From an optimization exercise on the open Yosys and OpenROAD flow, aimed at small area, a short achievable clock period and few clock cycles per item; shortcuts taken in it are not production practice. Function was checked by simulation only, so behaviour that the tests miss may differ from the original. Power figures rest on the tool's default switching activity, not on a simulated workload.

alpha:
==> flow/design.v <==
module fb_draw (
    input  wire        clk,
    input  wire        rst,         
    input  wire        cmd_valid,
    output wire        cmd_ready,
    input  wire [2:0]  cmd_op,      
    input  wire [15:0] cmd_x,       
    input  wire [15:0] cmd_y,       
    input  wire [15:0] cmd_len,     
    input  wire [15:0] cmd_h,       
    input  wire [7:0]  cmd_c,       
    input  wire        dat_valid,
    output wire        dat_ready,
    input  wire [7:0]  dat_byte,
    output wire        px_valid,
    input  wire        px_ready,
    output wire [7:0]  px_x,
    output wire [6:0]  px_y,
    output wire [7:0]  px_c,
    output wire        ack          
);
    localparam OP_CLEAR  = 3'd0;
    localparam OP_PIXEL  = 3'd1;
    localparam OP_HLINE  = 3'd2;
    localparam OP_VLINE  = 3'd3;
    localparam OP_CIRCLE = 3'd4;
    localparam OP_BLIT   = 3'd5;
    function [17:0] fadd;
        input [17:0] a, b;
        input        ci;
        reg   [17:0] g, p, gg, pp;
        reg   [18:0] c;
        integer i, k;
        begin
            g = a & b;
            p = a ^ b;
            gg = g;
            pp = p;
            for (k = 1; k < 18; k = k * 2)
                for (i = 0; i < 18; i = i + 1)
                    if ((i / k) % 2 == 1) begin
                        gg[i] = gg[i] | (pp[i] & gg[(i / k) * k - 1]);
                        pp[i] = pp[i] & pp[(i / k) * k - 1];
                    end
            c[0] = ci;
            for (i = 0; i < 18; i = i + 1)
                c[i + 1] = gg[i] | (pp[i] & ci);
            fadd = p ^ c[17:0];
        end
    endfunction
    function [15:0] finc;
        input [15:0] a;
        integer i;
        begin
            for (i = 0; i < 16; i = i + 1)
                finc[i] = a[i] ^ (&(a | ~((16'd1 << i) - 16'd1)));
        end
    endfunction
    function [15:0] fdec;
        input [15:0] a;
        integer i;
        begin
            for (i = 0; i < 16; i = i + 1)
                fdec[i] = a[i] ^ ~(|(a & ((16'd1 << i) - 16'd1)));
        end
    endfunction
    reg rdy;           
    reg ackr;          
    reg busy;          
    reg m_setup;       
    reg m_scan;        
    reg m_circ;        
    reg isblit;        
    reg g;             
    reg first;         
    reg cinit;         
    reg dneg;          
    reg [3:0] emask;   
    reg [7:0] ex1, ex2;    
    reg [6:0] ey1, ey2;    
    reg signed [15:0] ox, oy;      
    reg [15:0] cx, cy;             
    reg signed [17:0] dd;          
    reg signed [17:0] ff;          
    reg [16:0] ee;                 
    reg [7:0] pc;
    reg       dr;
    reg       sv;
    reg [7:0] sb;
    assign cmd_ready = rdy;
    assign ack       = ackr;
    assign px_valid  = (emask != 4'd0);
    assign px_c      = pc;
    assign dat_ready = dr;
    wire acc = rdy & cmd_valid;
    function hzero;   
        input [10:0] a, b;
        input        ci;
        hzero = ((a ^ b) == {(a[9:0] | b[9:0]), ci});
    endfunction
    wire [8:0] xs1 = {1'b0, ox[7:0]} + {1'b0, cx[7:0]};
    wire [8:0] xs2 = {1'b0, ox[7:0]} + {1'b0, ~cx[7:0]} + 9'd1;
    wire [10:0] xh  = {{3{ox[15]}}, ox[15:8]};
    wire hx1 = hzero(xh, {3'b000, cx[15:8]}, xs1[8]);
    wire hx2 = hzero(xh, {3'b111, ~cx[15:8]}, xs2[8]);
    wire [7:0] ys1 = {1'b0, oy[6:0]} + {1'b0, cy[6:0]};
    wire [7:0] ys2 = {1'b0, oy[6:0]} + {1'b0, ~cy[6:0]} + 8'd1;
    wire [10:0] yh  = {{2{oy[15]}}, oy[15:7]};
    wire hy1 = hzero(yh, {2'b00, cy[15:7]}, ys1[7]);
    wire hy2 = hzero(yh, {2'b11, ~cy[15:7]}, ys2[7]);
    wire [7:0] P1 = xs1[7:0], P2 = xs2[7:0];
    wire [6:0] Q1 = ys1[6:0], Q2 = ys2[6:0];
    function lx;   
        input [7:0] v;
        lx = !(v[7] && (v[6] || v[5]));
    endfunction
    wire vx1 = hx1 & lx(P1), vx2 = hx2 & lx(P2), vy1 = hy1, vy2 = hy2;
    wire [3:0] vis = {vx1 & vy2, vx2 & vy2, vx2 & vy1, vx1 & vy1};
    wire [3:0] dup  = first ? (g ? 4'b0110 : 4'b1100) : 4'b0000;
    wire [3:0] gvis = vis & ~dup;               
    wire [3:0] erest = emask & (emask - 4'd1);   
    wire [1:0] sidx  = emask[0] ? 2'd0 : emask[1] ? 2'd1 : emask[2] ? 2'd2 : 2'd3;
    wire [7:0] selx  = (sidx == 2'd1 || sidx == 2'd2) ? ex2 : ex1;
    wire [6:0] sely  = sidx[1] ? ey2 : ey1;
    assign px_x = selx;
    assign px_y = sely;
    wire       ld    = (emask == 4'd0) | (px_ready & (erest == 4'd0));
    wire        c_live = m_circ & (cinit | ff[17] | (ff[16:3] == 14'd0 && !(ff[2] && ff[1])));   
    wire [15:0] cx1    = finc(cx);
    wire [15:0] cy1    = finc(cy);
    wire [15:0] cym1   = fdec(cy);
    wire [17:0] dop    = dneg ? {1'b0, ee} : ff;           
    wire [17:0] dd_n   = fadd(dd, dop, 1'b0);
    wire [17:0] ff_n   = ff + {15'd0, cinit | !dneg, cinit | dneg, 1'b0};
    wire [17:0] base = dd;
    wire [17:0] lsum = dd_n;                                       
    wire [7:0]  lim  = g ? 8'd128 : 8'd160;
    wire        oth  = g ? (ox[15:8] == 8'd0 && lx(ox[7:0])) : (oy[15:7] == 9'd0);
    wire        b_lo = base[17];
    wire        b_hi = !b_lo && (base[16:0] >= {9'd0, lim});
    wire        e_hi = !lsum[17] && (lsum[16:0] > {9'd0, lim});
    wire        e_gt = !lsum[17] && (lsum != 18'd0);              
    wire        l_ne = oth & !b_hi & e_gt & (ff[15:0] != 16'd0);   
    wire [7:0]  l_s  = b_lo ? 8'd0 : base[7:0];
    wire [7:0]  l_e  = e_hi ? lim : lsum[7:0];
    wire take    = dr & dat_valid;
    wire have    = !isblit | sv | take;
    wire [7:0] byte_in = sv ? sb : dat_byte;
    wire row_end = (cx1 == dd[15:0]);
    wire blk_end = (cy1 == ff[15:0]);
    wire more  = m_setup | m_scan | c_live;
    wire ack_n = busy & !more & ld;
    always @(posedge clk) begin
        if (rst) begin
            rdy     <= 1'b1;
            ackr    <= 1'b0;
            busy    <= 1'b0;
            m_setup <= 1'b0;
            m_scan  <= 1'b0;
            m_circ  <= 1'b0;
            emask   <= 4'd0;
                        sv      <= 1'b0;
            dr      <= 1'b0;
        end else begin
            ackr <= ack_n;
            rdy  <= acc ? 1'b0 : (ack_n | !busy);
            if (ack_n) begin
                busy   <= 1'b0;
                m_circ <= 1'b0;
            end
            if (acc) begin
                busy    <= 1'b1;
                                sv      <= 1'b0;
                ox      <= (cmd_op == OP_CLEAR) ? 16'sd0 : cmd_x;
                oy      <= (cmd_op == OP_CLEAR) ? 16'sd0 : cmd_y;
                cx      <= (cmd_op == OP_CIRCLE) ? cmd_len : 16'd0;
                cy      <= 16'd0;
                dd      <= (cmd_op == OP_CIRCLE) ? ~{2'b00, cmd_len} :
                           (cmd_op == OP_CLEAR) ? 18'sd160 :
                           (cmd_op == OP_BLIT) ? {2'b00, cmd_len} :
                           (cmd_op == OP_VLINE) ? {{2{cmd_y[15]}}, cmd_y} : {{2{cmd_x[15]}}, cmd_x};
                ff      <= (cmd_op == OP_CIRCLE) ? {1'b1, ~cmd_len, 1'b1} :      
                           (cmd_op == OP_CLEAR) ? 18'sd128 :
                           (cmd_op == OP_BLIT) ? {2'b00, cmd_h} :
                           (cmd_op == OP_PIXEL) ? 18'd1 : {2'b00, cmd_len};
                pc      <= (cmd_op == OP_CLEAR) ? 8'd0 : cmd_c;
                g       <= (cmd_op == OP_VLINE);
                first   <= 1'b1;
                cinit   <= 1'b1;
                ee      <= 17'd3;
                dneg    <= (cmd_op == OP_CIRCLE) && (cmd_len[15:1] != 15'd0);    
                emask   <= 4'd0;
                isblit  <= (cmd_op == OP_BLIT);
                m_setup <= (cmd_op == OP_PIXEL) || (cmd_op == OP_HLINE) || (cmd_op == OP_VLINE);
                m_circ  <= (cmd_op == OP_CIRCLE);
                m_scan  <= (cmd_op == OP_CLEAR) ||
                           ((cmd_op == OP_BLIT) && (cmd_len != 16'd0) && (cmd_h != 16'd0));
                dr      <= (cmd_op == OP_BLIT) && (cmd_len != 16'd0) && (cmd_h != 16'd0);
            end else if (m_setup) begin
                m_setup <= 1'b0;
                m_scan  <= l_ne;
                g       <= 1'b0;
                if (g) begin
                    oy <= 16'sd0;
                    cx <= 16'd0;
                    cy <= {8'd0, l_s};
                    dd <= 18'sd1;
                    ff <= {10'd0, l_e};
                end else begin
                    ox <= 16'sd0;
                    cx <= {8'd0, l_s};
                    cy <= 16'd0;
                    dd <= {10'd0, l_e};
                    ff <= 18'sd1;
                end
            end else if (m_circ) begin
                if (cinit) begin
                    cinit <= 1'b0;
                    ff    <= ff_n;                      
                end
                if (px_ready) emask <= erest;
                if (c_live && ld) begin
                    emask <= gvis;
                    ex1   <= P1[7:0];
                    ex2   <= P2[7:0];
                    ey1   <= Q1[6:0];
                    ey2   <= Q2[6:0];
                    g <= !g;
                    if (!g) begin                       
                        cx <= cy;
                        cy <= cx;
                    end else begin                      
                        first <= 1'b0;
                        cx    <= dneg ? cy : cym1;
                        cy    <= cx1;
                        dd    <= dd_n;
                        ee    <= ee + 17'd2;
                        dneg  <= dd_n[17] & ~(&dd_n[16:1]);    
                        ff    <= ff_n;
                    end
                end
            end else if (m_scan) begin
                if (ld && have) begin
                    emask <= {3'b000, vis[0]};
                    ex1   <= P1;
                    ey1   <= Q1;
                    if (isblit) pc <= byte_in;
                    sv  <= 1'b0;
                    if (row_end) begin
                        cx <= 16'd0;
                        cy <= cy1;
                    end else begin
                        cx <= cx1;
                    end
                    if (row_end && blk_end) begin
                        m_scan <= 1'b0;
                        dr     <= 1'b0;
                    end else begin
                        dr     <= isblit;
                    end
                end else begin
                    if (px_ready) emask <= 4'd0;
                    if (take) begin    
                        sb <= dat_byte;
                        sv <= 1'b1;
                        dr <= 1'b0;
                    end
                end
            end else if (px_ready) begin
                emask <= 4'd0;
            end
        end
    end
endmodule
make LEC_CHECK=0 CAP_MARGIN=70 CORE_MARGIN=2 CORE_UTILIZATION=30 GPL_TIMING_DRIVEN=1 PLACE_DENSITY=0.6 SLEW_MARGIN=70 finish   # period 15.0 ns
run.sh (not shown) runs the stock make flow with config.mk's settings and CLKGATE_MAP_FILE= SYNTH_SCRIPT=/design/flow/synth_recipe.tcl, a recipe that flattens the netlist after the stock synthesis.
No stage failed in alpha, and the final checks on the layout all came back clean.
Testbench counts of alpha, summed over its fixed seeds: cycles 122,404, items 2,400.
> inputs changed (alpha -> beta)
==> flow/flow/run.sh (new file) <==
#!/bin/bash
# Standard layout flow, with timing repair aimed at a setup slack of 10.5 ns.
bash standard.sh SETUP_SLACK_MARGIN=10.5 finish > standard.log 2>&1
==> flow/standard.sh (new file) <==
#!/bin/bash
# synth_recipe.tcl (not shown) runs the flow's synth.tcl, then flattens the netlist and writes it again
# the make line also repeats each setting of config.mk as NAME=value (left out here)
make -C /OpenROAD-flow-scripts/flow DESIGN_CONFIG=/design/flow/config.mk WORK_HOME=/design/flow/orfs CLKGATE_MAP_FILE= SYNTH_SCRIPT=/design/flow/synth_recipe.tcl "${@:-finish}"
removed: flow/run.sh
### Flow results
- beta completed every stage of the flow, and the final layout passed the timing, DRC and antenna checks.
- beta vs. alpha: finished layout cell area has increased, number of antenna violations at the first check in global routing fell 1, clock net sink count neither gained nor lost much.
- Relative to alpha, the power share of the clock group of beta is lower by 1.0 points.
- Looking at non-clock buffer count across alpha and beta, the one that comes out higher is beta.
- Going from alpha to beta, buffering stage count on the worst path with inverters included down 1, final cell count +about 3.3%, worst path setup slack after routing increased 950 ps.
- Re number of instances resized during post-cts repair: alpha was lower than beta.
- [compare] base=alpha new=beta: netlist area before placement saw little to no change, total routing resource utilization after global routing has increased.

## port drivers added, routing unchanged
How much do the figures lean on ideal ports? The routed layouts below were timed once more, with nothing changed but the port constraints.
Step 1 sets driving cells, clkbuf_16 on the clock port and buf_2 on the other inputs (assumed; they add their load-dependent delay and slew).
Step 2 times the ports against the registers' clock, not the clock port: input delays grow and output delays shrink by t, the midpoint of the rising clock arrivals with the driver on.
a / b / c = no drivers / after step 1 / after step 2; a / b = the first two.
run | t (ns) | setup slack, ns | cell pins on the clock port's net
alpha | 0.534 | 9.354 / 9.365 / 8.831 | 1
beta | 0.514 | 10.305 / 10.295 / 9.782 | 1
After both steps setup and hold are still met in every run listed.
